What follows belongs to an exercise in optimizing a design on an open flow for small area, a short achievable clock period and few clock cycles; a production flow would make more cautious choices. RTL that was checked went through simulation tests only; none was proved equivalent to the original. The RTL of runs 1 to 3 was laid out without a check of its function. No activity file was given, so power comes from the tool's default toggle rates.

`config.mk`:
```
export PLATFORM = sky130hd
export DESIGN_NAME = tinyvm_core
export DESIGN_NICKNAME = tinyvm_core
export VERILOG_FILES = /design/flow/design.v
export SDC_FILE = /design/flow/constraint.sdc
export NUM_CORES = 4
export LEC_CHECK = 0
export ABC_CLOCK_PERIOD_IN_PS = 4000
export CAP_MARGIN = 20
export CORE_MARGIN = 2
export CORE_UTILIZATION = 40
export PLACE_DENSITY = 0.6
export SETUP_SLACK_MARGIN = 5
export SLEW_MARGIN = 20
```
`constraint.sdc`:
```
create_clock -name core_clock -period 10.0 [get_ports {clk}]
set_input_delay 2.0000 -clock core_clock [delete_from_list [all_inputs] [get_ports {clk}]]
set_output_delay 2.0000 -clock core_clock [all_outputs]
set_load 0.01 [all_outputs]
```
`design.v`:
```
module tinyvm_core (
    input  wire        clk,
    input  wire        rst,             
    input  wire [63:0] budget_init,     
    input  wire [63:0] counter_init,    
    input  wire [15:0] rng_seed,        
    input  wire        resume,          
    output wire [15:0] imem_addr,
    input  wire [15:0] imem_rdata,
    output wire [15:0] dmem_addr,
    output wire        dmem_we,
    output wire [15:0] dmem_wdata,
    input  wire [15:0] dmem_rdata,
    output wire        suspended,
    output wire [15:0] yield_value,
    output wire        halted,
    output wire        timed_out,
    output wire [15:0] pc_out,
    output wire        debug_valid,
    output wire [15:0] debug_pc
);
    localparam [2:0] PH_EXEC = 3'd0,    
                     PH_LOAD = 3'd1,    
                     PH_MUL1 = 3'd2,    
                     PH_MUL2 = 3'd3,    
                     PH_DIV  = 3'd4,    
                     PH_SEQ  = 3'd5,    
                     PH_LWI1 = 3'd6,    
                     PH_LWI2 = 3'd7;    
    localparam [1:0] ST_RUN  = 2'd0,
                     ST_SUSP = 2'd1,
                     ST_HALT = 2'd2;
    reg [15:0] fpc;         
    reg        aval;        
    reg        apred;       
    reg        btb_v;
    reg [15:0] btb_src, btb_tgt;
    reg [15:0] ir;
    reg        ival, ipred;
    reg [3:0]  ras;         
    reg [2:0]  ph;
    reg [1:0]  status;
    reg        bz;          
    reg [15:0] epc;         
    reg [63:0] nret;        
    reg [15:0] rng;
    reg [15:0] regs [0:15];
    reg [3:0]  rd;
    reg        tcarry, seq_time;
    reg [15:0] dq;          
    reg [15:0] dr;          
    reg [15:0] dd;          
    reg [3:0]  dcnt;
    reg        m_hi, m_rnd;
    reg        d_rem, d_sgn, d_aneg, d_neg, d_bz;
    wire [3:0]  op = ir[15:12];
    wire [3:0]  fn = ir[11:8];
    wire is_sys    = (ir[15:4] == 12'h102);
    wire is_ret    = is_sys && (ir[3:0] == 4'hA);
    wire is_cpuid  = is_sys && (ir[3:0] == 4'hB);
    wire is_debug  = is_sys && (ir[3:0] == 4'hC);
    wire is_time   = is_sys && (ir[3:0] == 4'hD);
    wire is_mem    = (op == 4'h2);
    wire is_sw     = is_mem && (fn == 4'h0);
    wire is_lw     = is_mem && (fn == 4'h1);
    wire is_lwi    = is_mem && (fn == 4'h2);
    wire is_lb     = (op == 4'h3);
    wire is_lhi    = (op == 4'h4);
    wire is_unary  = (op == 4'h5) && (fn >= 4'hA);
    wire is_binary = (op == 4'h6) && (fn <= 4'hD);
    wire is_cmp    = (op == 4'h8);
    wire is_br     = (op == 4'h9);
    wire is_jmp    = (op == 4'hA);
    wire is_jr     = (op == 4'hB);
    wire is_rnd    = is_unary && (fn == 4'hE);
    wire is_mul    = is_binary && (fn[3:1] == 3'b001);           
    wire is_div    = is_binary && (fn[3:2] == 2'b01);            
    wire is_seqop  = is_time | is_cpuid;
    wire legal = is_ret | is_cpuid | is_debug | is_time | is_sw | is_lw | is_lwi |
                 is_lb | is_lhi | is_unary | is_binary | is_cmp | is_br | is_jmp | is_jr;
    wire e_rdy  = (ph == PH_EXEC) && (status == ST_RUN) && !bz;
    wire e_take = e_rdy && ival;            
    wire e_ok   = e_take && legal;
    wire [15:0] rs = regs[ras];             
    wire [15:0] rt = regs[ir[3:0]];         
    wire        sub   = ir[15] | ir[8];              
    wire        sx    = ir[15] & ir[8];              
    wire [16:0] add_a = {sx & rt[15], rt};
    wire [16:0] add_b = {sx & rs[15], rs} ^ {17{sub}};
    wire [16:0] sum   = add_a + add_b + {16'd0, sub};
    wire        eq    = (rt == rs);
    wire        q_lt_p = sum[16];                    
    wire cmp_res = (ir[11] & ~q_lt_p & ~eq) | (ir[10] & eq) | (ir[9] & q_lt_p);
    wire        sh_big = (rs[15:4] != 12'd0);
    wire [15:0] shl_r  = sh_big ? 16'd0 : (rt << rs[3:0]);
    wire        sfill  = ir[8] & rt[15];             
    wire [16:0] shr_w  = $signed({sfill, rt}) >>> rs[3:0];
    wire [15:0] shr_r  = sh_big ? {16{sfill}} : shr_w[15:0];
    reg  [4:0]  popcnt_r, clz_r, ctz_r;
    integer i;
    always @(*) begin
        popcnt_r = 5'd0;
        for (i = 0; i < 16; i = i + 1)
            popcnt_r = popcnt_r + {4'd0, rs[i]};
        clz_r = 5'd16;
        for (i = 0; i < 16; i = i + 1)
            if (rs[i]) clz_r = 5'd15 - i[4:0];
        ctz_r = 5'd16;
        for (i = 15; i >= 0; i = i - 1)
            if (rs[i]) ctz_r = i[4:0];
    end
    reg [15:0] xres;
    always @(*) begin
        case (op)
            4'h3: xres = {{8{ir[7]}}, ir[7:0]};
            4'h4: xres = {ir[7:0], 8'h00};
            4'h5: begin
                case (fn[2:0])
                    3'h2:    xres = ~rs;
                    3'h3:    xres = {11'd0, popcnt_r};
                    3'h4:    xres = {11'd0, clz_r};
                    3'h5:    xres = {11'd0, ctz_r};
                    default: xres = rs;                  
                endcase
            end
            4'h6: begin
                case (fn)
                    4'h8:    xres = rt & rs;
                    4'h9:    xres = rt | rs;
                    4'hA:    xres = rt ^ rs;
                    4'hB:    xres = shl_r;
                    4'hC:    xres = shr_r;
                    4'hD:    xres = shr_r;
                    default: xres = sum[15:0];           
                endcase
            end
            default: xres = {15'd0, cmp_res};
        endcase
    end
    wire exec_wr = is_lb | is_lhi | (is_unary & ~is_rnd) | (is_binary & ~is_mul & ~is_div) | is_cmp;
    wire [15:0] epc_inc = epc + 16'd1;
    wire        rneg    = ir[13] ? ir[11] : ir[7];   
    wire [15:0] rmag    = ir[13] ? {5'd0, ir[10:0]} : {9'd0, ir[6:0]};
    wire [15:0] rel_tgt = (rneg ? epc : epc + 16'd2) + (rneg ? ~rmag : rmag);
    wire [15:0] jr_tgt  = rs + {{8{ir[7]}}, ir[7:0]};
    wire        take    = is_jmp | (is_br && (rs != 16'd0));
    wire [15:0] npc     = is_jr ? jr_tgt : (take ? rel_tgt : epc_inc);
    wire        mispred = ipred ? ~is_jmp : (take | is_jr);
    wire        redir   = e_take & (mispred | is_lwi);
    wire        mph2    = (ph == PH_MUL2);
    wire [7:0]  m_b     = mph2 ? dd[15:8] : dd[7:0];
    wire [15:0] m_c     = mph2 ? dr : (m_rnd ? dq : 16'd0);
    wire [23:0] mac     = dq * m_b + {8'd0, m_c};
    wire [15:0] mul_res = m_hi ? mac[23:8] : {mac[7:0], dd[7:0]};
    wire        a_neg = ir[8] & rt[15];
    wire        b_neg = ir[8] & rs[15];
    wire [15:0] a_mag = a_neg ? (16'd0 - rt) : rt;
    wire [15:0] b_mag = b_neg ? (16'd0 - rs) : rs;
    wire [16:0] s1    = {dr, dq[15]} - {1'b0, dd};
    wire [15:0] r1    = s1[16] ? {dr[14:0], dq[15]} : s1[15:0];
    wire [16:0] s2    = {r1, dq[14]} - {1'b0, dd};
    wire [15:0] r2    = s2[16] ? {r1[14:0], dq[14]} : s2[15:0];
    wire        fix     = d_neg && (dr != 16'd0);
    wire [15:0] rem_t   = fix ? (dr - dd) : dr;
    wire [15:0] rem_f   = d_aneg ? (16'd0 - rem_t) : rem_t;
    wire [15:0] quo_f   = d_neg ? (fix ? ~dq : (16'd0 - dq)) : dq;
    wire [15:0] div_res = d_bz ? (d_rem ? 16'd0 : {~d_sgn, 15'h7FFF})
                               : (d_rem ? rem_f : quo_f);
    wire        in_seq  = (ph == PH_SEQ);
    wire [3:0]  sdst    = in_seq ? rd : 4'd3;
    wire [1:0]  chunk   = ~sdst[1:0];
    wire [15:0] ci_ch   = counter_init[{chunk, 4'd0} +: 16];
    wire [15:0] nr_ch   = nret[{chunk, 4'd0} +: 16];
    wire [16:0] t_sum   = {1'b0, ci_ch} + {1'b0, nr_ch} + {16'd0, in_seq & tcarry};
    wire [15:0] cpu_v   = (sdst == 4'd0 && regs[0] == 16'd0) ? 16'h8000 : 16'h0000;
    wire        s_time  = in_seq ? seq_time : is_time;
    wire [15:0] seq_res = s_time ? t_sum[15:0] : cpu_v;
    reg        we_hi, we_lo;
    reg [3:0]  wa;
    reg [15:0] wd;
    always @(*) begin
        we_hi = 1'b0;
        we_lo = 1'b0;
        wa    = rd;
        wd    = xres;
        case (ph)
            PH_EXEC: begin
                wa    = is_seqop ? 4'd3 : ((is_lb | is_lhi) ? fn : ir[3:0]);
                wd    = is_seqop ? seq_res : xres;
                we_hi = e_ok & (exec_wr | is_seqop);
                we_lo = e_ok & (exec_wr | is_seqop) & ~is_lhi;
            end
            PH_LOAD: begin
                wd    = dmem_rdata;
                we_hi = 1'b1;
                we_lo = 1'b1;
            end
            PH_LWI2: begin
                wd    = imem_rdata;
                we_hi = 1'b1;
                we_lo = 1'b1;
            end
            PH_MUL2: begin
                wd    = mul_res;
                we_hi = 1'b1;
                we_lo = 1'b1;
            end
            PH_DIV: begin
                wd    = div_res;
                we_hi = (dcnt == 4'd0);
                we_lo = (dcnt == 4'd0);
            end
            PH_SEQ: begin
                wd    = seq_res;
                we_hi = 1'b1;
                we_lo = 1'b1;
            end
            default: ;
        endcase
    end
    wire inc_ret = (e_ok & ~is_seqop) | (in_seq && rd == 4'd0);
    reg  [2:0]  ph_n;
    reg  [1:0]  status_n;
    always @(*) begin
        ph_n     = ph;
        status_n = status;
        if (status == ST_SUSP && resume)
            status_n = ST_RUN;
        case (ph)
            PH_EXEC: if (e_take) begin
                if (!legal)
                    status_n = ST_HALT;
                else begin
                    if (is_ret)           status_n = ST_SUSP;
                    if (is_lw)            ph_n = PH_LOAD;
                    if (is_lwi)           ph_n = PH_LWI1;
                    if (is_mul | is_rnd)  ph_n = PH_MUL1;
                    if (is_div)           ph_n = PH_DIV;
                    if (is_seqop)         ph_n = PH_SEQ;
                end
            end
            PH_LOAD: ph_n = PH_EXEC;
            PH_MUL1: ph_n = PH_MUL2;
            PH_MUL2: ph_n = PH_EXEC;
            PH_DIV:  if (dcnt == 4'd0) ph_n = PH_EXEC;
            PH_SEQ:  if (rd == 4'd0) ph_n = PH_EXEC;
            PH_LWI1: ph_n = PH_LWI2;
            default: ph_n = PH_EXEC;
        endcase
        if (rst) begin
            ph_n     = PH_EXEC;
            status_n = ST_RUN;
        end
    end
    wire [63:0] nret_n = rst ? 64'd0 : (inc_ret ? nret + 64'd1 : nret);
    wire        bz_n   = (nret_n == budget_init);
    wire cap     = !ival | e_take;
    wire capture = aval & cap & ~redir;
    wire ival_n  = rst ? 1'b0 : (redir ? 1'b0 : (capture | (ival & ~e_take)));
    wire cap_n   = !ival_n | (ph_n == PH_EXEC && status_n == ST_RUN && !bz_n);
    wire        btb_hit = btb_v && (fpc == btb_src);
    wire [15:0] fpc_seq = btb_hit ? btb_tgt : fpc + 16'd1;
    reg  [15:0] fpc_n;
    always @(*) begin
        if (ph == PH_LWI1)
            fpc_n = epc;
        else if (redir)
            fpc_n = is_lwi ? rs : npc;
        else if (cap_n)
            fpc_n = fpc_seq;
        else
            fpc_n = fpc;
        if (rst)
            fpc_n = 16'd1;
    end
    wire aval_n = rst | (~redir & (ph != PH_LWI1));
    assign imem_addr  = rst ? 16'd0 : fpc;
    assign dmem_addr  = rs;
    assign dmem_we    = e_take & is_sw;
    assign dmem_wdata = rt;
    assign suspended   = (status == ST_SUSP);
    assign yield_value = regs[0];
    assign halted      = (status == ST_HALT) | (e_take & ~legal);
    assign timed_out   = (ph == PH_EXEC) && (status == ST_RUN) && bz;
    assign pc_out      = epc;
    assign debug_valid = e_take & is_debug;
    assign debug_pc    = epc;
    wire [15:0] rng_next0 = rng ^ (rng << 7);
    wire [15:0] rng_next1 = rng_next0 ^ (rng_next0 >> 9);
    wire [15:0] rng_next  = rng_next1 ^ (rng_next1 << 8);
    wire        sel_r = imem_rdata[15] & ~imem_rdata[14] & imem_rdata[12];    
    integer k;
    always @(posedge clk) begin
        if (rst) begin
            for (k = 0; k < 16; k = k + 1)
                regs[k] <= 16'd0;
        end else begin
            if (we_hi) regs[wa][15:8] <= wd[15:8];
            if (we_lo) regs[wa][7:0]  <= wd[7:0];
        end
    end
    always @(posedge clk) begin
        ph     <= ph_n;
        status <= status_n;
        nret   <= nret_n;
        bz     <= bz_n;
        fpc    <= fpc_n;
        aval   <= aval_n;
        apred  <= btb_hit;
        ival   <= ival_n;
        if (capture) begin
            ir    <= imem_rdata;
            ipred <= apred;
            ras   <= sel_r ? imem_rdata[11:8] : imem_rdata[7:4];
        end
        if (rst) begin
            epc      <= 16'd0;
            btb_v    <= 1'b0;
            btb_src  <= 16'd0;
            btb_tgt  <= 16'd0;
            rng      <= (rng_seed == 16'd0) ? 16'd1 : rng_seed;
            rd       <= 4'd0;
            seq_time <= 1'b0;
            tcarry   <= 1'b0;
            dq       <= 16'd0;
            dr       <= 16'd0;
            dd       <= 16'd0;
            dcnt     <= 4'd0;
            m_hi     <= 1'b0;
            m_rnd    <= 1'b0;
            d_rem    <= 1'b0;
            d_sgn    <= 1'b0;
            d_aneg   <= 1'b0;
            d_neg    <= 1'b0;
            d_bz     <= 1'b0;
        end else begin
            if (e_ok) begin
                epc <= npc;
                rd  <= ir[3:0];
                if (is_jmp && !ipred) begin
                    btb_v   <= 1'b1;
                    btb_src <= epc;
                    btb_tgt <= rel_tgt;
                end
                if (is_mul | is_rnd) begin
                    dq    <= is_rnd ? rng : rt;
                    dd    <= rs;
                    m_hi  <= is_rnd | ir[8];
                    m_rnd <= is_rnd;
                end
                if (is_rnd)
                    rng <= rng_next;
                if (is_div) begin
                    dq     <= a_mag;
                    dr     <= 16'd0;
                    dd     <= b_mag;
                    dcnt   <= 4'd8;
                    d_rem  <= ir[9];
                    d_sgn  <= ir[8];
                    d_aneg <= a_neg;
                    d_neg  <= a_neg ^ b_neg;
                    d_bz   <= (rs == 16'd0);
                end
                if (is_seqop) begin
                    rd       <= 4'd2;
                    seq_time <= is_time;
                    tcarry   <= t_sum[16];
                end
            end
            case (ph)
                PH_MUL1: begin
                    dr <= mac[23:8];
                    dd <= {dd[15:8], mac[7:0]};
                end
                PH_DIV: begin
                    if (dcnt != 4'd0) begin
                        dr   <= r2;
                        dq   <= {dq[13:0], ~s1[16], ~s2[16]};
                        dcnt <= dcnt - 4'd1;
                    end
                end
                PH_SEQ: begin
                    tcarry <= t_sum[16];
                    rd     <= rd - 4'd1;
                end
                default: ;
            endcase
        end
    end
endmodule
```
`run.sh`:
```
#!/bin/bash
# synth_recipe.tcl (not shown) runs the flow's synth.tcl, then flattens the netlist and writes it again
# the make line also repeats each setting of config.mk as NAME=value (left out here)
make -C /OpenROAD-flow-scripts/flow DESIGN_CONFIG=/design/flow/config.mk WORK_HOME=/design/flow/orfs CLKGATE_MAP_FILE= SYNTH_SCRIPT=/design/flow/synth_recipe.tcl finish
```
==> results_dict.tcl, run 1 <==
set metrics [dict create \
    critPathKind "reg2reg" \
    dp.cells 6742 \
    swShare_pct 48.4 \
    pwr-share-clk_pct 11.9 \
    dieArea_um2 116000 \
    finalPower_w 0.0192 \
    grt_pass1_wl_um 291000 \
    vias_per_cell 6.36 \
    vias 46200 \
    cp_top_family "adder cells" \
    synth.area.top_cells "edfxtp_1 19%, dfxtp_1 9.3%, mux4_2 7.8%" \
    start_util_pct 40.3 \
    synthesis.area_um2 45300 \
    grtUsageTotal_pct 33.6 \
    clk_pin_slew_ns 0.06 \
    dr.pass1.iters 8 \
    worst-r2r-cell-count 26 \
    rsz0062_at_grt "true" \
    die_width_um 341 \
    rows 123 \
    dp_hpwl_um 141000 \
    ys_ff_latch 504 \
    fin_worst_skew_ns 0.0898 \
    final_nets 6198 \
    critPathCaptureType "flop" \
    ir_drop_mv 0.520 \
    synth_warnings 1 \
    post-route-util_pct 51.8 \
    worst_pin_slew_ns 1.21 \
    fillCellCount 10300 \
    cts_root_buf "clkbuf_16" \
    period_needed_ns 6.57 \
    drv_slew 0 \
    worstSetupPathDepth 26 \
    yosysTopAreaCellShare_pct 19.4 \
    setup_viol 0 \
    fin_tns_setup_ns 0 \
    hold_class "reg2reg" \
    boundaryPins 280 \
    cp_num_buf_inv 8 \
    yosysTopAreaCell "edfxtp_1" \
    drtIter0Drc 6025 \
    required_ns 10.43 \
    p_seq_share_pct 14.4 \
    path_max_fanout 16 \
    core_area_um2 112000 \
    multiInputGateArea_um2 32100 \
    htree_num_levels 2 \
    ys.flop_type "edfxtp_1" \
    slowest_delay_ns 0.55 \
    cp_slowest_cell "fa_1" \
    cpMostUsedCell "fa_1" \
    grt_pass1_vias 42700 \
    combPwrFrac_pct 73.8 \
    cts_buffer_depth 3 \
    drcViolationCount 0 \
    wire_per_inst_um 28.3 \
    layout-drive-gt1-share_pct 21.6 \
    synthDistinctLibCells 99 \
    switchingPower_w 0.00929 \
    crit_path_start_kind "flop" \
    syn2layout_area_growth_pct 28.6 \
    status "finished clean" \
    ant_nets 0 \
    maxCapViolCount 0 \
    die_h_um 341 \
    wirelength_um 206000 \
    slew_headroom_pct 19.5 \
    synth-async-reset-ratio_pct 0 \
    syn_inst 5254 \
    synth-edff-count 293 \
    cts_sinks 504 \
    internal_power_w 0.00991 \
    seq_area_um2 13100 \
    hold_viol_final 0 \
    fmax_mhz 152 \
    place.gp.congestion 1.00 \
    ys_seq_area_share_pct 28.7 \
    worstSkewPairLatency_ns 0.73 \
    holdPathStages 2 \
    p_leak_nw 22.0 \
    avgSynthCellArea_um2 8.63 \
    grt_antenna_before_repair 5 \
    cts_tree "done" \
    cp.arrival_ns 7.01 \
    numCtsBuffers 61 \
    synth_nets 5749 \
    p_per_area_nw_per_um2 329 \
    grt_overflow 0 \
    stdcell_count 7262 \
    fin_crit_sh_pct 65.7 \
    io_buffers 279 \
    grt_max_degree 55 \
]
## worst paths after layout
path / from / to / slack (ns)
max: ph[0] / regs[3][4] / 3.43
min: btb_tgt[12] / btb_tgt[12] / 0.45
max reg2reg: ph[0] / regs[3][4] / 3.43
min reg2reg: btb_tgt[12] / btb_tgt[12] / 0.45
## cells in the final DEF (no fill, tap or decap), types with 77 or more instances in the layout
| cell type | count |
|---|---|
| nand3_1 | 112 |
| ha_1 | 189 |
| inv_1 | 253 |
| nand2_1 | 497 |
| mux4_2 | 157 |
| o21ai_0 | 225 |
| dfxtp_1 | 186 |
| edfxtp_1 | 293 |
| nor2_1 | 644 |
| clkdlybuf4s50_1 | 230 |
| nor2b_1 | 107 |
| buf_4 | 288 |
| nor3_1 | 110 |
| xnor2_1 | 199 |
| a21oi_1 | 307 |
| fa_1 | 112 |
| buf_6 | 77 |
| xor2_1 | 109 |
## cell type report
cell class	count	area share, %
diodes	7	0.0300
clock buffers	75	2.78
clock inverters	40	0.644
inverters	274	1.84
multi-input cells	4109	55.1
flip-flops and latches	504	22.4
well taps	1500	3.22
repair buffers	753	14.0
## Yosys cell counts (all sizes together) (84+ instances only)
library cell / count
a21oi: 344
buf: 92
clkbuf: 280
dfxtp: 211
edfxtp: 293
fa: 117
ha: 199
inv: 272
mux2i: 84
mux4: 157
nand2: 515
nand3: 116
nor2: 723
nor2b: 126
nor3: 120
o21ai: 264
xnor2: 212
xor2: 112
## repair_timing
action / 4_1_cts / 5_1_grt
pin swaps: 82 / 78
endpoints found under the hold margin: 0 / 0
hold buffers: 0 / 0
cloned: 27 / 8
buffers inserted: 245 / 117
endpoints found under the setup margin: 630 / 335
gates resized for setup: 428 / 279
## state kept, by name (all words and copies together) (netlist names), 16 cells and up, named ones only
name / count
btb_src: 16
dq: 16
fpc: 16
btb_tgt: 16
ir: 16
dd: 16
epc: 16
regs: 256
rng: 16
nret: 64
dr: 16
## kinds of logic (layout without fill, tap and decap cells)
| kind of cell | after synthesis | count (layout) | synth area share (%) |
|---|---|---|---|
| AND/OR/NAND/NOR | 1946 | 1949 | 19.8 |
| XOR/XNOR | 326 | 326 | 6.38 |
| buffers and inverters | 646 | 1142 | 5.66 |
| multiplexers | 316 | 316 | 11.6 |
| adder cells (fa/ha/maj) | 316 | 316 | 10.7 |
| other | 0 | 7 | 0 |
| flip-flops | 504 | 504 | 28.7 |
| AO/OA/AOI/OAI | 1200 | 1202 | 17.2 |
## power by group through the flow
stage	registers [W]	clock network (W)	logic [W]
finish	0.00276	0.00228	0.0142
global route	0.00277	0.00237	0.0148
CTS	0.00274	0.00228	0.0127
detailed placement	0.00290	0	0.0106
global placement	0.00289	0	0.0106
floorplan	0.00255	0	0.00757
## worst min-delay path, stage by stage, from the launching register on
cell and delay [ns]:
dfxtp_1 0.31, nand2_1 0.05, a21oi_1 0.05
## layer usage
metal  global-route usage [%]  wire [um]  vias up
met2                     49.7      87500     3146
met5                        0         23        -
met4                     17.2      13200        4
met1                     45.3      79300    22400
li1                         -          -    19900
met3                     8.64      25800      685
## stage by stage
stage	instance area, um2	setup slack [ns]	hold WS (ns)
after floorplan	46600	3.53	0.386
after global placement	49900	2.23	0.441
after detailed placement	49900	2.17	0.444
after CTS	56300	3.59	0.452
after global routing	58300	3.29	0.466
final	58300	3.43	0.454
==> inputs of run 2 (changes only) <==
--- a/design.v
+++ b/design.v
@@ -19,14 +19,15 @@
     output wire        debug_valid,
     output wire [15:0] debug_pc
 );
-    localparam [2:0] PH_EXEC = 3'd0,    
-                     PH_LOAD = 3'd1,    
-                     PH_MUL1 = 3'd2,    
-                     PH_MUL2 = 3'd3,    
-                     PH_DIV  = 3'd4,    
-                     PH_SEQ  = 3'd5,    
-                     PH_LWI1 = 3'd6,    
-                     PH_LWI2 = 3'd7;    
+    localparam [3:0] PH_EXEC = 4'd0,    
+                     PH_LOAD = 4'd1,    
+                     PH_MUL1 = 4'd2,    
+                     PH_MUL2 = 4'd3,    
+                     PH_DIV  = 4'd4,    
+                     PH_SEQ  = 4'd5,    
+                     PH_LWI1 = 4'd6,    
+                     PH_LWI2 = 4'd7,    
+                     PH_UN   = 4'd8;    
     localparam [1:0] ST_RUN  = 2'd0,
                      ST_SUSP = 2'd1,
                      ST_HALT = 2'd2;
@@ -38,7 +39,7 @@
     reg [15:0] ir;
     reg        ival, ipred;
     reg [3:0]  ras;         
-    reg [2:0]  ph;
+    reg [3:0]  ph;
     reg [1:0]  status;
     reg        bz;          
     reg [15:0] epc;         
@@ -52,6 +53,7 @@
     reg [15:0] dd;          
     reg [3:0]  dcnt;
     reg        m_hi, m_rnd;
+    reg [1:0]  u_fn;        
     reg        d_rem, d_sgn, d_aneg, d_neg, d_bz;
     wire [3:0]  op = ir[15:12];
     wire [3:0]  fn = ir[11:8];
@@ -101,13 +103,13 @@
     always @(*) begin
         popcnt_r = 5'd0;
         for (i = 0; i < 16; i = i + 1)
-            popcnt_r = popcnt_r + {4'd0, rs[i]};
+            popcnt_r = popcnt_r + {4'd0, dq[i]};
         clz_r = 5'd16;
         for (i = 0; i < 16; i = i + 1)
-            if (rs[i]) clz_r = 5'd15 - i[4:0];
+            if (dq[i]) clz_r = 5'd15 - i[4:0];
         ctz_r = 5'd16;
         for (i = 15; i >= 0; i = i - 1)
-            if (rs[i]) ctz_r = i[4:0];
+            if (dq[i]) ctz_r = i[4:0];
     end
     reg [15:0] xres;
     always @(*) begin
@@ -115,13 +117,8 @@
             4'h3: xres = {{8{ir[7]}}, ir[7:0]};
             4'h4: xres = {ir[7:0], 8'h00};
             4'h5: begin
-                case (fn[2:0])
-                    3'h2:    xres = ~rs;
-                    3'h3:    xres = {11'd0, popcnt_r};
-                    3'h4:    xres = {11'd0, clz_r};
-                    3'h5:    xres = {11'd0, ctz_r};
-                    default: xres = rs;                  
-                endcase
+                if (fn[2:0] == 3'h2) xres = ~rs;
+                else                 xres = rs;          
             end
             4'h6: begin
                 case (fn)
@@ -137,7 +134,9 @@
             default: xres = {15'd0, cmp_res};
         endcase
     end
-    wire exec_wr = is_lb | is_lhi | (is_unary & ~is_rnd) | (is_binary & ~is_mul & ~is_div) | is_cmp;
+    wire is_cnt  = is_unary && (fn == 4'hB || fn == 4'hC || fn == 4'hD);    
+    wire exec_wr = is_lb | is_lhi | (is_unary & ~is_rnd & ~is_cnt) | (is_binary & ~is_mul & ~is_div) | is_cmp;
+    wire [15:0] un_res = (u_fn == 2'd3) ? {11'd0, popcnt_r} : (u_fn == 2'd0) ? {11'd0, clz_r} : {11'd0, ctz_r};
     wire [15:0] epc_inc = epc + 16'd1;
     wire        rneg    = ir[13] ? ir[11] : ir[7];   
     wire [15:0] rmag    = ir[13] ? {5'd0, ir[10:0]} : {9'd0, ir[6:0]};
@@ -156,10 +155,14 @@
     wire        b_neg = ir[8] & rs[15];
     wire [15:0] a_mag = a_neg ? (16'd0 - rt) : rt;
     wire [15:0] b_mag = b_neg ? (16'd0 - rs) : rs;
-    wire [16:0] s1    = {dr, dq[15]} - {1'b0, dd};
-    wire [15:0] r1    = s1[16] ? {dr[14:0], dq[15]} : s1[15:0];
-    wire [16:0] s2    = {r1, dq[14]} - {1'b0, dd};
-    wire [15:0] r2    = s2[16] ? {r1[14:0], dq[14]} : s2[15:0];
+    wire [18:0] dx    = {1'b0, dr, dq[15:14]};
+    wire [18:0] t1    = dx - {3'd0, dd};
+    wire [18:0] t2    = dx - {2'd0, dd, 1'b0};
+    wire [18:0] t3    = dx - {3'd0, dd} - {2'd0, dd, 1'b0};
+    wire        ge1   = ~t1[18];
+    wire        ge2   = ~t2[18];
+    wire        ge3   = ~t3[18];
+    wire [15:0] r2    = ge3 ? t3[15:0] : ge2 ? t2[15:0] : ge1 ? t1[15:0] : dx[15:0];
     wire        fix     = d_neg && (dr != 16'd0);
     wire [15:0] rem_t   = fix ? (dr - dd) : dr;
     wire [15:0] rem_f   = d_aneg ? (16'd0 - rem_t) : rem_t;
@@ -215,11 +218,16 @@
                 we_hi = 1'b1;
                 we_lo = 1'b1;
             end
+            PH_UN: begin
+                wd    = un_res;
+                we_hi = 1'b1;
+                we_lo = 1'b1;
+            end
             default: ;
         endcase
     end
     wire inc_ret = (e_ok & ~is_seqop) | (in_seq && rd == 4'd0);
-    reg  [2:0]  ph_n;
+    reg  [3:0]  ph_n;
     reg  [1:0]  status_n;
     always @(*) begin
         ph_n     = ph;
@@ -237,6 +245,7 @@
                     if (is_mul | is_rnd)  ph_n = PH_MUL1;
                     if (is_div)           ph_n = PH_DIV;
                     if (is_seqop)         ph_n = PH_SEQ;
+                    if (is_cnt)           ph_n = PH_UN;
                 end
             end
             PH_LOAD: ph_n = PH_EXEC;
@@ -245,6 +254,7 @@
             PH_DIV:  if (dcnt == 4'd0) ph_n = PH_EXEC;
             PH_SEQ:  if (rd == 4'd0) ph_n = PH_EXEC;
             PH_LWI1: ph_n = PH_LWI2;
+            PH_UN:   ph_n = PH_EXEC;
             default: ph_n = PH_EXEC;
         endcase
         if (rst) begin
@@ -328,6 +338,7 @@
             dcnt     <= 4'd0;
             m_hi     <= 1'b0;
             m_rnd    <= 1'b0;
+            u_fn     <= 2'd0;
             d_rem    <= 1'b0;
             d_sgn    <= 1'b0;
             d_aneg   <= 1'b0;
@@ -350,6 +361,10 @@
                 end
                 if (is_rnd)
                     rng <= rng_next;
+                if (is_cnt) begin
+                    dq   <= rs;
+                    u_fn <= fn[1:0];
+                end
                 if (is_div) begin
                     dq     <= a_mag;
                     dr     <= 16'd0;
@@ -375,7 +390,7 @@
                 PH_DIV: begin
                     if (dcnt != 4'd0) begin
                         dr   <= r2;
-                        dq   <= {dq[13:0], ~s1[16], ~s2[16]};
+                        dq   <= {dq[13:0], ge2, ge3 | (ge1 & ~ge2)};
                         dcnt <= dcnt - 4'd1;
                     end
                 end
--- a/config.mk
+++ b/config.mk
@@ -10,5 +10,4 @@
 export CORE_MARGIN = 2
 export CORE_UTILIZATION = 40
 export PLACE_DENSITY = 0.6
-export SETUP_SLACK_MARGIN = 5
 export SLEW_MARGIN = 20
==> run 2 against run 1 <==
Still clean. First-iteration DRC count shrank 9.2%. Fmax shrank 20%. Final cell count shrank 2.7%. Power shrank 24%. Routed wire length shrank 5.9%. Utilization shrank 6.1 points. Area after synthesis grew 2.9%. Register-to-register slack lost 1.7 ns. Cell area shrank 9.2%. Worst hold slack lost 0.041 ns. Sequential power grew 1%.
==> results_dict.tcl, run 2 <==
set metrics [dict create \
    regToRegStartpoint "ph[1]" \
    dp_hpwl_um 148000 \
    drtIter0Drc 5468 \
    grt_pass1_vias 42100 \
    hp-start "apred" \
    multiInputGateArea_um2 31100 \
    grt_antenna_before_repair 17 \
    post_cts_buffers 0 \
    grt_pass1_wl_um 284000 \
    layout-drive-gt1-share_pct 9.19 \
    dr.pass1.iters 6 \
    drv_slew 0 \
    syn2layout_area_growth_pct 13.5 \
    p_leak_nw 19.5 \
    cts_buffer_depth 3 \
    required_ns 10.40 \
    wire_per_inst_um 27.4 \
    slew_headroom_pct 20.9 \
    critPathCaptureType "flop" \
    yosysTopAreaCellShare_pct 18.9 \
    wirelength_um 194000 \
    holdPathStages 0 \
    fin_tns_setup_ns 0 \
    seq_area_um2 13100 \
    ctsResizeCount 0 \
    final_nets 5988 \
    io_buffers 279 \
    synth_warnings 1 \
    synthDistinctLibCells 114 \
    synth_common_cells "686 x nor2_1, 551 x nand2_1, 338 x a21oi_1" \
    period_needed_ns 8.26 \
    synth_nets 5897 \
    reg_top3 "regs x256, nret x64" \
    core_area_um2 116000 \
    status "finished clean" \
    ys_ff_latch 507 \
    vias 44300 \
    dieArea_um2 119000 \
    hold_viol_final 0 \
    yosysMostFrequentCell "nor2_1" \
    worstHoldEndpoint "ipred" \
    synth.area.top_cells "edfxtp_1 19%, dfxtp_1 9.2%, mux4_2 7.3%" \
    place.gp.congestion 1.02 \
    worst-r2r-cell-count 24 \
    synth-edff-count 293 \
    grtUsageTotal_pct 31.4 \
    synthesis.area_um2 46600 \
    yosysTopAreaCell "edfxtp_1" \
    ys_seq_area_share_pct 28.0 \
    cts_root_buf "clkbuf_16" \
    crit_path_start_kind "flop" \
    clk_pin_slew_ns 0.06 \
    vias_per_cell 6.27 \
    maxCapViolCount 0 \
    ir_drop_mv 0.293 \
    hold_class "reg2reg" \
    ctsHoldBuffers 0 \
    die_width_um 345 \
    r2r-end "regs[11][13]" \
    die_h_um 345 \
    avgSynthCellArea_um2 8.66 \
    synth-async-reset-ratio_pct 0 \
    syn_inst 5386 \
    worst_pin_slew_ns 1.18 \
    fin_worst_skew_ns 0.0667 \
    grt_overflow 0 \
    layout_commonest_cell "nor2_1" \
    critPathKind "reg2reg" \
    regMostFlops "regs" \
    rsz0062_at_grt "false" \
    rows 125 \
    htree_num_levels 2 \
    boundaryPins 280 \
    cp.arrival_ns 8.67 \
    ys.flop_type "edfxtp_1" \
    fmax_mhz 121 \
    setup_viol 0 \
    final_cell_mix "682 x nor2_1, 550 x nand2_1, 329 x a21oi_1, 293 x edfxtp_1, 278 x clkdlybuf4s50_1" \
    ant_nets 0 \
    numCtsBuffers 60 \
    largest_reg_flops 256 \
    fillCellCount 11300 \
    cts_tree "done" \
    drcViolationCount 0 \
    cts_sinks 507 \
    ff2ff_setup_slack_ns 1.74 \
    p_per_area_nw_per_um2 275 \
    start_util_pct 40.2 \
    worstSkewPairLatency_ns 0.71 \
    fin_crit_sh_pct 82.6 \
    post-route-util_pct 45.7 \
    grt_max_degree 92 \
    path_max_fanout 34 \
]
-- run 2: changes by cell type after synthesis, sizes merged, moves of 19 or more --
| cell | delta |
|---|---|
| a211oi | +35 |
| and2 | +31 |
| mux2 | -34 |
| nand2 | +36 |
| nor2 | -34 |
| nor2b | -40 |
| nor3 | -19 |
| o211ai | +47 |
| o22ai | -20 |
| xor2 | +21 |
-- run 2: worst max-delay path by stage --
stage / startpoint / end / slack, ns / cells after the start
after floorplan: ph[1] / regs[0][13] / 2.50 / 27
after global placement: ph[1] / regs[7][13] / 1.96 / 24
after detailed placement: ph[1] / regs[11][13] / 1.86 / 24
after CTS: ph[1] / regs[11][13] / 1.86 / 24
after global routing: ph[1] / regs[8][13] / 1.13 / 24
final: ph[1] / regs[11][13] / 1.74 / 24
-- run 2: where the power goes --
group	switching [W]	internal [W]
Combinational	0.00598	0.00351
Sequential	0.000407	0.00239
Clock	0.00101	0.00127
-- run 2: per-stage QoR --
stage | total power, W | std cells | worst slack (ns) | area [um2] | hold WS, ns
finish | 0.0146 | 7064 | 1.74 | 52900 | 0.413
global placement | 0.0120 | 6938 | 1.96 | 50900 | 0.401
floorplan | 0.00876 | 5386 | 2.50 | 46600 | 0.386
CTS | 0.0143 | 7048 | 1.86 | 52900 | 0.416
global route | 0.0152 | 7061 | 1.13 | 52900 | 0.433
detailed placement | 0.0120 | 6938 | 1.86 | 50900 | 0.391
-- run 2: critical path: stages (launching register included) --
cell and delay [ns]:
dfxtp_1 0.60, nand2_1 0.15, nor3_2 0.12, buf_4 0.39
mux2i_1 0.69, nor2_1 0.13, fa_1 0.54, inv_1 0.06
fa_1 0.51, fa_1 0.53, fa_1 0.57, inv_1 0.05
ha_1 0.35, and2_1 0.17, o21ai_0 0.17, o31ai_1 0.15
o41ai_1 0.66, o221ai_1 0.32, nand2_1 0.23, nand2_1 0.07
nand2_1 0.09, xor2_1 0.19, a21oi_1 0.21, nor4_4 0.90
nor2_1 0.10
-- run 2: logic make-up (layout without fill, tap and decap cells) --
| logic type | after synthesis | after routing | synth area share [%] |
|---|---|---|---|
| adders and majority gates | 333 | 333 | 10.8 |
| DFF | 507 | 507 | 28.0 |
| other | 0 | 15 | 0 |
| buffers and inverters | 651 | 790 | 5.56 |
| muxes | 287 | 287 | 10.3 |
| AOI/OAI and AO/OA | 1297 | 1297 | 18.5 |
| xor gates and xnor gates | 366 | 366 | 7.12 |
| and+or+nand+nor | 1945 | 1945 | 19.6 |
-- run 2: metal layers --
layer / up-vias / GRT usage, % / wire length, um
met2: 2342 / 48.8 / 86300
met1: 21700 / 43.0 / 80100
li1: 19800 / - / -
met4: 2 / 13.3 / 8850
met3: 440 / 5.65 / 18400
met5: - / 0 / 11
-- run 2: layout make-up --
type                            instances  area share [%]
Clock buffer                           78            3.17
Sequential cell                       507            24.7
Antenna cell                           15          0.0709
Clock inverter                         32           0.596
Multi-Input combinational cell       4228            58.8
Inverter                              275            1.95
Timing Repair Buffer                  405            7.07
Tap cell                             1524            3.60
==> inputs of run 3 (changes only) <==
--- a/design.v
+++ b/design.v
@@ -52,7 +52,7 @@
     reg [15:0] dr;          
     reg [15:0] dd;          
     reg [3:0]  dcnt;
-    reg        m_hi, m_rnd;
+    reg        m_hi;
     reg [1:0]  u_fn;        
     reg        d_rem, d_sgn, d_aneg, d_neg, d_bz;
     wire [3:0]  op = ir[15:12];
@@ -146,11 +146,8 @@
     wire [15:0] npc     = is_jr ? jr_tgt : (take ? rel_tgt : epc_inc);
     wire        mispred = ipred ? ~is_jmp : (take | is_jr);
     wire        redir   = e_take & (mispred | is_lwi);
-    wire        mph2    = (ph == PH_MUL2);
-    wire [7:0]  m_b     = mph2 ? dd[15:8] : dd[7:0];
-    wire [15:0] m_c     = mph2 ? dr : (m_rnd ? dq : 16'd0);
-    wire [23:0] mac     = dq * m_b + {8'd0, m_c};
-    wire [15:0] mul_res = m_hi ? mac[23:8] : {mac[7:0], dd[7:0]};
+    wire [23:0] mac     = dq * dd[7:0] + {8'd0, dr};
+    wire [15:0] mul_res = m_hi ? mac[23:8] : {mac[7:0], dd[15:8]};
     wire        a_neg = ir[8] & rt[15];
     wire        b_neg = ir[8] & rs[15];
     wire [15:0] a_mag = a_neg ? (16'd0 - rt) : rt;
@@ -262,8 +259,11 @@
             status_n = ST_RUN;
         end
     end
-    wire [63:0] nret_n = rst ? 64'd0 : (inc_ret ? nret + 64'd1 : nret);
-    wire        bz_n   = (nret_n == budget_init);
+    wire [63:0] nret_p = nret + 64'd1;
+    wire [63:0] nret_n = rst ? 64'd0 : (inc_ret ? nret_p : nret);
+    wire        bz_eq0 = (nret == budget_init);
+    wire        bz_eq1 = (nret_p == budget_init);
+    wire        bz_n   = rst ? (budget_init == 64'd0) : (inc_ret ? bz_eq1 : bz_eq0);
     wire cap     = !ival | e_take;
     wire capture = aval & cap & ~redir;
     wire ival_n  = rst ? 1'b0 : (redir ? 1'b0 : (capture | (ival & ~e_take)));
@@ -337,7 +337,6 @@
             dd       <= 16'd0;
             dcnt     <= 4'd0;
             m_hi     <= 1'b0;
-            m_rnd    <= 1'b0;
             u_fn     <= 2'd0;
             d_rem    <= 1'b0;
             d_sgn    <= 1'b0;
@@ -356,8 +355,8 @@
                 if (is_mul | is_rnd) begin
                     dq    <= is_rnd ? rng : rt;
                     dd    <= rs;
+                    dr    <= is_rnd ? rng : 16'd0;
                     m_hi  <= is_rnd | ir[8];
-                    m_rnd <= is_rnd;
                 end
                 if (is_rnd)
                     rng <= rng_next;
@@ -385,7 +384,7 @@
             case (ph)
                 PH_MUL1: begin
                     dr <= mac[23:8];
-                    dd <= {dd[15:8], mac[7:0]};
+                    dd <= {mac[7:0], dd[15:8]};
                 end
                 PH_DIV: begin
                     if (dcnt != 4'd0) begin
--- a/config.mk
+++ b/config.mk
@@ -10,4 +10,5 @@
 export CORE_MARGIN = 2
 export CORE_UTILIZATION = 40
 export PLACE_DENSITY = 0.6
+export SETUP_SLACK_MARGIN = 5
 export SLEW_MARGIN = 20
==> run 3 against run 2 <==
Fmax up 44%. Final cell count up 4.5%. Clock-buffer cell count down 4. Flip-flop and latch count down 1. Routed wire length up 13%. Non-clock buffer count up 284. Combinational power up 25%. Critical path type is now in2reg. Critical endpoint is now regs[12][14]. Highest routed layer unchanged.
==> results_dict.tcl, run 3 <==
set metrics [dict create \
    status "finished clean" \
    boundaryPins 280 \
    p_seq_share_pct 16.3 \
    period_needed_ns 5.74 \
    p_per_area_nw_per_um2 281 \
    dp.cells 6935 \
    cts_buffer_depth 3 \
    core_area_um2 116000 \
    required_ns 10.42 \
    drv_slew 0 \
    synthesis.area_um2 46600 \
    numCtsBuffers 59 \
    yosysTopAreaCell "edfxtp_1" \
    cts_root_buf "clkbuf_16" \
    regToRegStartpoint "dr[0]" \
    ctsHoldBuffers 0 \
    post-route-util_pct 51.8 \
    layout-drive-gt1-share_pct 22.2 \
    ant_nets 0 \
    critPathCaptureType "flop" \
    pwr-share-clk_pct 13.4 \
    dr.pass1.iters 7 \
    met1_usage_pct 45.7 \
    htree_num_levels 2 \
    cts_sinks 506 \
    path_max_fanout 8 \
    vias 47600 \
    place.gp.congestion 1.03 \
    rsz0062_at_grt "true" \
    synth_common_cells "721 x nor2_1, 571 x nand2_1, 340 x a21oi_1" \
    grt_pass1_wl_um 311000 \
    synth_warnings 1 \
    critPathLaunch "counter_init[32]" \
    clk_pin_slew_ns 0.06 \
    avgSynthCellArea_um2 8.61 \
    ir_drop_mv 0.202 \
    fin_crit_sh_pct 57.4 \
    hold_viol_final 0 \
    die_h_um 345 \
    switchingPower_w 0.00839 \
    slew_headroom_pct 21.1 \
    stdcell_count 7380 \
    fmax_mhz 174 \
    combPwrFrac_pct 70.3 \
    wirelength_um 220000 \
    synth.area.top_cells "edfxtp_1 19%, dfxtp_1 9.1%, mux4_2 7.1%" \
    die_width_um 345 \
    dieArea_um2 119000 \
    crit_path_start_kind "input port" \
    drcViolationCount 0 \
    synthDistinctLibCells 108 \
    vias_per_cell 6.45 \
    syn_inst 5415 \
    worst_pin_slew_ns 1.17 \
    ys.flop_type "edfxtp_1" \
    reg_top3 "regs x256, nret x64" \
    grt_antenna_before_repair 25 \
    rows 125 \
    swShare_pct 49.7 \
    fillCellCount 10600 \
    fin_tns_setup_ns 0 \
    syn2layout_area_growth_pct 28.7 \
    p_leak_nw 22.2 \
    layout_commonest_cell "nor2_1" \
    grt_overflow 0 \
    fin_worst_skew_ns 0.0205 \
    critPathKind "in2reg" \
    final_cell_mix "574 x nor2_1, 550 x nand2_1, 304 x a21oi_1, 293 x edfxtp_1, 273 x buf_4" \
    io_buffers 279 \
    maxCapViolCount 0 \
    final_nets 6305 \
    cp.arrival_ns 6.16 \
    cts_tree "done" \
    synth_nets 5929 \
    ys_ff_latch 506 \
    final_area_um2 60000 \
    grt_max_degree 79 \
    dp_hpwl_um 152000 \
    synth-async-reset-ratio_pct 0 \
    yosysTopAreaCellShare_pct 18.9 \
    internal_power_w 0.00848 \
    start_util_pct 40.2 \
    worstSkewPairLatency_ns 0.70 \
    synth-edff-count 293 \
    ys_seq_area_share_pct 28.0 \
    grtUsageTotal_pct 34.8 \
    placed_area_um2 51000 \
    grt_pass1_vias 44700 \
    grt-busiest-layer "met2" \
    whs_ns 0.453 \
    wire_per_inst_um 29.8 \
    regMostFlops "regs" \
    drtIter0Drc 6782 \
    setup_viol 0 \
    gr-usage-met3_pct 7.96 \
    met2_usage_pct 52.4 \
    hp-start "btb_tgt[14]" \
    hold_class "reg2reg" \
    yosysMostFrequentCell "nor2_1" \
    largest_reg_flops 256 \
]
-- run 3: changes by cell type after synthesis, sizes merged, moves of 17 or more --
cell,previous run,this run
nand2,551,571
nor2b,86,62
a211oi,113,130
o211ai,82,46
o22ai,23,46
nor3,101,129
o221ai,15,33
a21o,53,36
inv,269,245
xnor2,225,273
nor2,689,722
mux2,41,24
nor4,59,80
a221oi,60,38
-- run 3: routing by layer --
layer	vias to the layer above	part of all wire [%]
met5	-	0.022
met4	8	7.3
met3	764	12
met2	3124	43
met1	23200	38
li1	20500	-
-- run 3: final timing paths --
path,to,slack (ns),cells after the start
setup / recovery,regs[12][14],4.26,21
setup reg to reg,regs[2][15],4.29,19
hold / removal,btb_tgt[14],0.45,2
hold reg to reg,btb_tgt[14],0.45,2
-- run 3: what timing repair did --
item | 4_1_cts | 5_1_grt
resized for setup | 531 | 468
gates cloned | 24 | 9
setup endpoints to repair | 642 | 412
buffers inserted | 227 | 59
pin swaps | 117 | 134
-- run 3: cells by family (layout without fill, tap and decap cells) --
kind of cell	after synthesis	after routing	synth area share, %
DFF	506	506	28.0
other	0	18	0
and+or+nand+nor	2005	2009	20.1
buffers and inverters	632	1050	5.49
xor gates and xnor gates	406	406	7.86
muxes	255	255	9.46
AOI/OAI and AO/OA	1276	1277	18.2
adders and majority gates	335	335	10.9
-- run 3: worst max-delay path: stages --
cell             delay [ns]
clkdlybuf4s50_1        0.41
mux2_4                 0.27
o21ai_4                0.21
fa_2                   0.26
inv_2                  0.04
fa_2                   0.34
a21o_1                 0.17
a21o_1                 0.18
a21oi_2                0.19
o21ai_2                0.09
a211oi_2               0.22
o21ai_1                0.10
o211ai_1               0.15
o21a_1                 0.25
xnor2_1                0.10
a21oi_1                0.24
o31ai_1                0.19
a311oi_4               0.28
buf_12                 0.18
buf_16                 0.19
nor2_1                 0.08
-- run 3: power by group through the flow --
| stage | Clock (W) | Sequential [W] | Combinational [W] |
|---|---|---|---|
| detailed placement | 0 | 0.00290 | 0.00911 |
| global route | 0.00235 | 0.00277 | 0.0124 |
| finish | 0.00226 | 0.00276 | 0.0119 |
| CTS | 0.00226 | 0.00273 | 0.0108 |
| floorplan | 0 | 0.00255 | 0.00633 |
| global placement | 0 | 0.00290 | 0.00910 |
-- run 3: cell type report --
type                            instances  area, um2  share of cell area (%)
Antenna cell                           18       45.0                  0.0751
Clock buffer                           74       1560                    2.60
Clock inverter                         34        394                   0.657
Inverter                              252       1040                    1.74
Multi-Input combinational cell       4282      34600                    57.7
Sequential cell                       506      13200                    22.0
Tap cell                             1524       1910                    3.18
Timing Repair Buffer                  689       7220                    12.0
Timing Repair inverter                  1       8.76                  0.0146
-- run 3: metrics by stage --
step	power, W	setup slack [ns]
3_3_place_gp	0.0120	2.92
2_1_floorplan	0.00888	4.63
5_1_grt	0.0175	4.12
6_report	0.0169	4.26
3_5_place_dp	0.0120	2.95
4_1_cts	0.0158	4.38
==> inputs of run 4 (changes only) <==
--- a/design.v
+++ b/design.v
@@ -89,7 +89,8 @@
     wire        sx    = ir[15] & ir[8];              
     wire [16:0] add_a = {sx & rt[15], rt};
     wire [16:0] add_b = {sx & rs[15], rs} ^ {17{sub}};
-    wire [16:0] sum   = add_a + add_b + {16'd0, sub};
+    wire [17:0] sum_c = {add_a, 1'b1} + {add_b, sub};     
+    wire [16:0] sum   = sum_c[17:1];
     wire        eq    = (rt == rs);
     wire        q_lt_p = sum[16];                    
     wire cmp_res = (ir[11] & ~q_lt_p & ~eq) | (ir[10] & eq) | (ir[9] & q_lt_p);
@@ -147,7 +148,10 @@
     wire        mispred = ipred ? ~is_jmp : (take | is_jr);
     wire        redir   = e_take & (mispred | is_lwi);
     wire [23:0] mac     = dq * dd[7:0] + {8'd0, dr};
-    wire [15:0] mul_res = m_hi ? mac[23:8] : {mac[7:0], dd[15:8]};
+    wire        m_one   = (ph == PH_MUL1);       
+    wire [15:0] mul_res = m_one ? (m_hi ? {8'd0, mac[23:16]} : mac[15:0])
+                                : (m_hi ? mac[23:8] : {mac[7:0], dd[15:8]});
+    wire        m_swap  = ~is_rnd & (rs[15:8] != 8'd0) & (rt[15:8] == 8'd0);
     wire        a_neg = ir[8] & rt[15];
     wire        b_neg = ir[8] & rs[15];
     wire [15:0] a_mag = a_neg ? (16'd0 - rt) : rt;
@@ -160,7 +164,10 @@
     wire        ge2   = ~t2[18];
     wire        ge3   = ~t3[18];
     wire [15:0] r2    = ge3 ? t3[15:0] : ge2 ? t2[15:0] : ge1 ? t1[15:0] : dx[15:0];
-    wire        fix     = d_neg && (dr != 16'd0);
+    wire        dv_r0   = (dr == 16'd0);
+    wire        dv_z8   = dv_r0 && (dq[15:8] == 8'd0) && (dcnt[3] | dcnt[2]);
+    wire        dv_z4   = dv_r0 && (dq[15:12] == 4'd0) && (dcnt[3] | dcnt[2] | dcnt[1]);
+    wire        fix     = d_neg && !dv_r0;
     wire [15:0] rem_t   = fix ? (dr - dd) : dr;
     wire [15:0] rem_f   = d_aneg ? (16'd0 - rem_t) : rem_t;
     wire [15:0] quo_f   = d_neg ? (fix ? ~dq : (16'd0 - dq)) : dq;
@@ -200,6 +207,11 @@
                 we_hi = 1'b1;
                 we_lo = 1'b1;
             end
+            PH_MUL1: begin
+                wd    = mul_res;
+                we_hi = (dd[15:8] == 8'd0);
+                we_lo = (dd[15:8] == 8'd0);
+            end
             PH_MUL2: begin
                 wd    = mul_res;
                 we_hi = 1'b1;
@@ -246,7 +258,7 @@
                 end
             end
             PH_LOAD: ph_n = PH_EXEC;
-            PH_MUL1: ph_n = PH_MUL2;
+            PH_MUL1: ph_n = (dd[15:8] == 8'd0) ? PH_EXEC : PH_MUL2;
             PH_MUL2: ph_n = PH_EXEC;
             PH_DIV:  if (dcnt == 4'd0) ph_n = PH_EXEC;
             PH_SEQ:  if (rd == 4'd0) ph_n = PH_EXEC;
@@ -259,15 +271,12 @@
             status_n = ST_RUN;
         end
     end
-    wire [63:0] nret_p = nret + 64'd1;
-    wire [63:0] nret_n = rst ? 64'd0 : (inc_ret ? nret_p : nret);
-    wire        bz_eq0 = (nret == budget_init);
-    wire        bz_eq1 = (nret_p == budget_init);
-    wire        bz_n   = rst ? (budget_init == 64'd0) : (inc_ret ? bz_eq1 : bz_eq0);
+    wire [63:0] nret_n = rst ? 64'd0 : (inc_ret ? nret + 64'd1 : nret);
+    wire        bz_n   = (nret_n == budget_init);
     wire cap     = !ival | e_take;
     wire capture = aval & cap & ~redir;
     wire ival_n  = rst ? 1'b0 : (redir ? 1'b0 : (capture | (ival & ~e_take)));
-    wire cap_n   = !ival_n | (ph_n == PH_EXEC && status_n == ST_RUN && !bz_n);
+    wire cap_n   = !ival_n | (ph_n == PH_EXEC && status_n == ST_RUN);
     wire        btb_hit = btb_v && (fpc == btb_src);
     wire [15:0] fpc_seq = btb_hit ? btb_tgt : fpc + 16'd1;
     reg  [15:0] fpc_n;
@@ -353,8 +362,8 @@
                     btb_tgt <= rel_tgt;
                 end
                 if (is_mul | is_rnd) begin
-                    dq    <= is_rnd ? rng : rt;
-                    dd    <= rs;
+                    dq    <= is_rnd ? rng : (m_swap ? rs : rt);
+                    dd    <= m_swap ? rt : rs;
                     dr    <= is_rnd ? rng : 16'd0;
                     m_hi  <= is_rnd | ir[8];
                 end
@@ -387,7 +396,13 @@
                     dd <= {mac[7:0], dd[15:8]};
                 end
                 PH_DIV: begin
-                    if (dcnt != 4'd0) begin
+                    if (dv_z8) begin
+                        dq   <= {dq[7:0], 8'd0};
+                        dcnt <= dcnt - 4'd4;
+                    end else if (dv_z4) begin
+                        dq   <= {dq[11:0], 4'd0};
+                        dcnt <= dcnt - 4'd2;
+                    end else if (dcnt != 4'd0) begin
                         dr   <= r2;
                         dq   <= {dq[13:0], ge2, ge3 | (ge1 & ~ge2)};
                         dcnt <= dcnt - 4'd1;
==> run 4 against run 3 <==
Still clean. Global-route usage up 1.0 points. Utilization decreased by 0.54 points. Synthesized cell count is 2.7% higher. Non-clock buffer count rose by 55. Final cell count rose by 2.8%. Sequential share of layout area up 0.15 points. Clock skew is 0.075 ns higher. Area after synthesis increased by 0.70%. Fmax is 5.2% lower. First-iteration DRC count rose by 3.6%. Largest power group unchanged.
==> results_dict.tcl, run 4 <==
set metrics [dict create \
    post-route-util_pct 51.2 \
    synthesis.area_um2 46900 \
    synth-compound-area-share_pct 19.0 \
    dr.pass1.iters 7 \
    cpMostUsedCell "fa_1" \
    avgSynthCellArea_um2 8.45 \
    cts_root_buf "clkbuf_16" \
    wirelength_um 226000 \
    rsz0062_at_grt "true" \
    grt_max_degree 71 \
    cp_slowest_cell "fa_1" \
    grt_pass1_vias 46000 \
    fillCellCount 10900 \
    grtUsageTotal_pct 35.9 \
    dp_hpwl_um 157000 \
    grt_antenna_before_repair 22 \
    wire_per_inst_um 29.8 \
    vias 49300 \
    grt_overflow 0 \
    ant_nets 0 \
    status "finished clean" \
    period_needed_ns 6.06 \
    fmax_mhz 165 \
    htree_num_levels 2 \
    layout-drive-gt1-share_pct 19.7 \
    synth_nets 6076 \
    io_buffers 279 \
    ir_drop_mv 0.254 \
    syn_inst 5559 \
    reg_top3 "regs x256, nret x64" \
    cts_tree "done" \
    place.gp.congestion 1.04 \
    final_nets 6512 \
    grt_pass1_wl_um 320000 \
    ys_ff_latch 506 \
    dieArea_um2 120000 \
    critPathCaptureType "flop" \
    ys_seq_area_share_pct 27.8 \
    cts_sinks 506 \
    synth_warnings 1 \
    p_leak_nw 22.5 \
    crit_path_start_kind "flop" \
    stdcell_count 7583 \
    synth-xor-area-share_pct 6.64 \
    crit_chain "clkinvlp_4 > nor2_2 > fa_1 > fa_1 > fa_1 > inv_1 > fa_1 > inv_2 > ha_4 > o21a_1 > o211ai_1 > buf_4 > a211oi_4 > o31ai_4 > o21ai_4 > and2_4 > o21ai_2 > nand2b_1 > xnor2_2 > o211ai_1 > a311oi_4 > buf_6 > buf_12 > nor2_1" \
    maxCapViolCount 0 \
    clk_pin_slew_ns 0.06 \
    worst_pin_slew_ns 1.17 \
    synth.area.top_cells "edfxtp_1 19%, dfxtp_1 9.1%, mux4_2 7.3%" \
    fin_worst_skew_ns 0.0956 \
    synth_fa_ha_area_share_pct 10.9 \
    synth_common_cells "740 x nor2_1, 564 x nand2_1, 383 x a21oi_1" \
    worstSkewPairLatency_ns 0.73 \
    required_ns 10.43 \
    yosysMostFrequentCell "nor2_1" \
    layout_commonest_cell "nor2_1" \
    syn2layout_area_growth_pct 27.0 \
    hold_viol_final 0 \
    numCtsBuffers 61 \
    regMostFlops "regs" \
    drtIter0Drc 7025 \
    yosysTopAreaCell "edfxtp_1" \
    fin_crit_sh_pct 60.6 \
    synth-edff-count 293 \
    hold_class "reg2reg" \
    ys.flop_type "edfxtp_1" \
    synth-async-reset-ratio_pct 0 \
    dp.cells 7103 \
    final_cell_mix "649 x nor2_1, 553 x nand2_1, 353 x a21oi_1, 329 x buf_4, 293 x edfxtp_1" \
    boundaryPins 280 \
    die_width_um 347 \
    slowest_delay_ns 0.51 \
    cp.arrival_ns 6.49 \
    worst_slack_ns 3.94 \
    die_h_um 347 \
    preCtsSetupSlack_ns 3.12 \
    rows 125 \
    drcViolationCount 0 \
    drv_slew 0 \
    core_area_um2 116000 \
    yosysTopAreaCellShare_pct 18.7 \
    synth_top_family_by_area "simple AND/OR/NAND/NOR gates" \
    cts_buffer_depth 3 \
    synthMuxAreaShare_pct 9.98 \
    p_per_area_nw_per_um2 285 \
    largest_reg_flops 256 \
    critPathKind "reg2reg" \
    yosys.area_share.simple_pct 20.1 \
    setup_viol 0 \
    start_util_pct 40.3 \
    synthDistinctLibCells 97 \
    path_max_fanout 8 \
    fin_tns_setup_ns 0 \
    slew_headroom_pct 21.3 \
    vias_per_cell 6.50 \
]
-- run 4: cell count changes in the layout (fill, tap and decap cells not counted), sizes merged, moves of 14 or more --
cell and delta:
a211oi -24, a21oi +44, a31oi +24, buf +52, clkinv +14, inv +14, nor2 +19, nor3 +18
nor4 -28, o211ai +25, o21ai +26, o221ai -16, xnor2 -48
-- run 4: path summary, 6_finish.rpt --
path,from,to,slack [ns],cells past startpoint
worst max-delay path,dq[3],regs[11][4],3.94,24
worst min-delay path,apred,ipred,0.43,0
worst max register to register,dq[3],regs[11][4],3.94,24
worst min register to register,apred,ipred,0.43,0
-- run 4: worst max-delay path, delay by kind of cell (launching register included) --
family	cells	cell delay (ns)
compound gates	8	1.66
xor+xnor	1	0.23
fa+ha+maj	5	2.12
buf+inv	6	0.86
flops	1	0.36
simple gates	4	0.52
-- run 4: cell type report --
cell class | instances | area, um2 | area share (%)
antenna | 11 | 27.5 | 0.0462
clock buffer | 75 | 1640 | 2.75
clock inverter | 41 | 435 | 0.730
inverter | 281 | 1190 | 2.00
multi-input combinational | 4401 | 33600 | 56.3
sequential | 506 | 13200 | 22.1
tap | 1524 | 1910 | 3.20
timing repair buffer | 744 | 7650 | 12.8
-- run 4: what timing repair did --
action,in CTS,in global routing
gates resized for setup,435,251
setup buffers,233,92
endpoints found under the setup margin,667,417
gates cloned,23,4
pin swaps,55,56
hold buffers,0,0
-- run 4: per-layer routing --
layer | global-route usage (%) | wire length [um] | vias to the layer above
met5 | 0 | 77 | -
met4 | 20.1 | 16500 | 12
met3 | 10.5 | 28500 | 879
met2 | 54.1 | 96200 | 3509
met1 | 45.9 | 84500 | 23800
li1 | - | - | 21200
-- run 4: cell families (layout without fill, tap and decap cells) --
family	Yosys count	count (layout)
compound gates	1372	1375
xor+xnor	356	356
fa+ha+maj	339	339
buf+inv	657	1141
flops	506	506
mux	274	275
other cells	0	11
simple gates	2055	2056
-- run 4: power breakdown --
group | switching [W] | internal [W]
registers | 0.000304 | 0.00238
logic | 0.00712 | 0.00482
clock network | 0.00101 | 0.00135
-- run 4: metrics by stage --
step                instance area (um2)  hold slack [ns]  power (W)
finish                            59600            0.432     0.0170
global route                      59600            0.444     0.0175
CTS                               57700            0.439     0.0158
detailed placement                51600            0.400     0.0118
global placement                  51600            0.410     0.0118
floorplan                         48000            0.386    0.00866
Testbench counts of run 4, summed over its fixed seeds: cycles 339,870.

[re-timing with driven ports]
The flow's constraints put no driver on any port. The routed layouts listed below were extracted and timed again, unchanged, in two steps.
Step 1 sets driving cells, clkbuf_16 on the clock port and buf_2 on the other inputs (assumed; they add their load-dependent delay and slew).
Step 2 also shifts input and output timing later by t, the mid clock arrival at the registers, as if the neighbouring blocks saw the same clock.
Slacks: no drivers / after step 1 / after step 2; pairs: no drivers / after step 1.
run | t, ns | setup slack, ns | pins driven straight from the clock port
run 1 | 0.768 | 3.425 / 3.425 / 3.076 | 1
run 2 | 0.750 | 1.738 / 1.738 / 1.738 | 1
run 3 | 0.759 | 4.258 / 4.293 / 3.549 | 1
run 4 | 0.757 | 3.940 / 3.940 / 3.602 | 1
After both steps setup and hold are still met in every run listed. For run 3, which loses most, drivers alone change the setup slack by +0.035 ns; drivers and shift together by -0.709 ns.
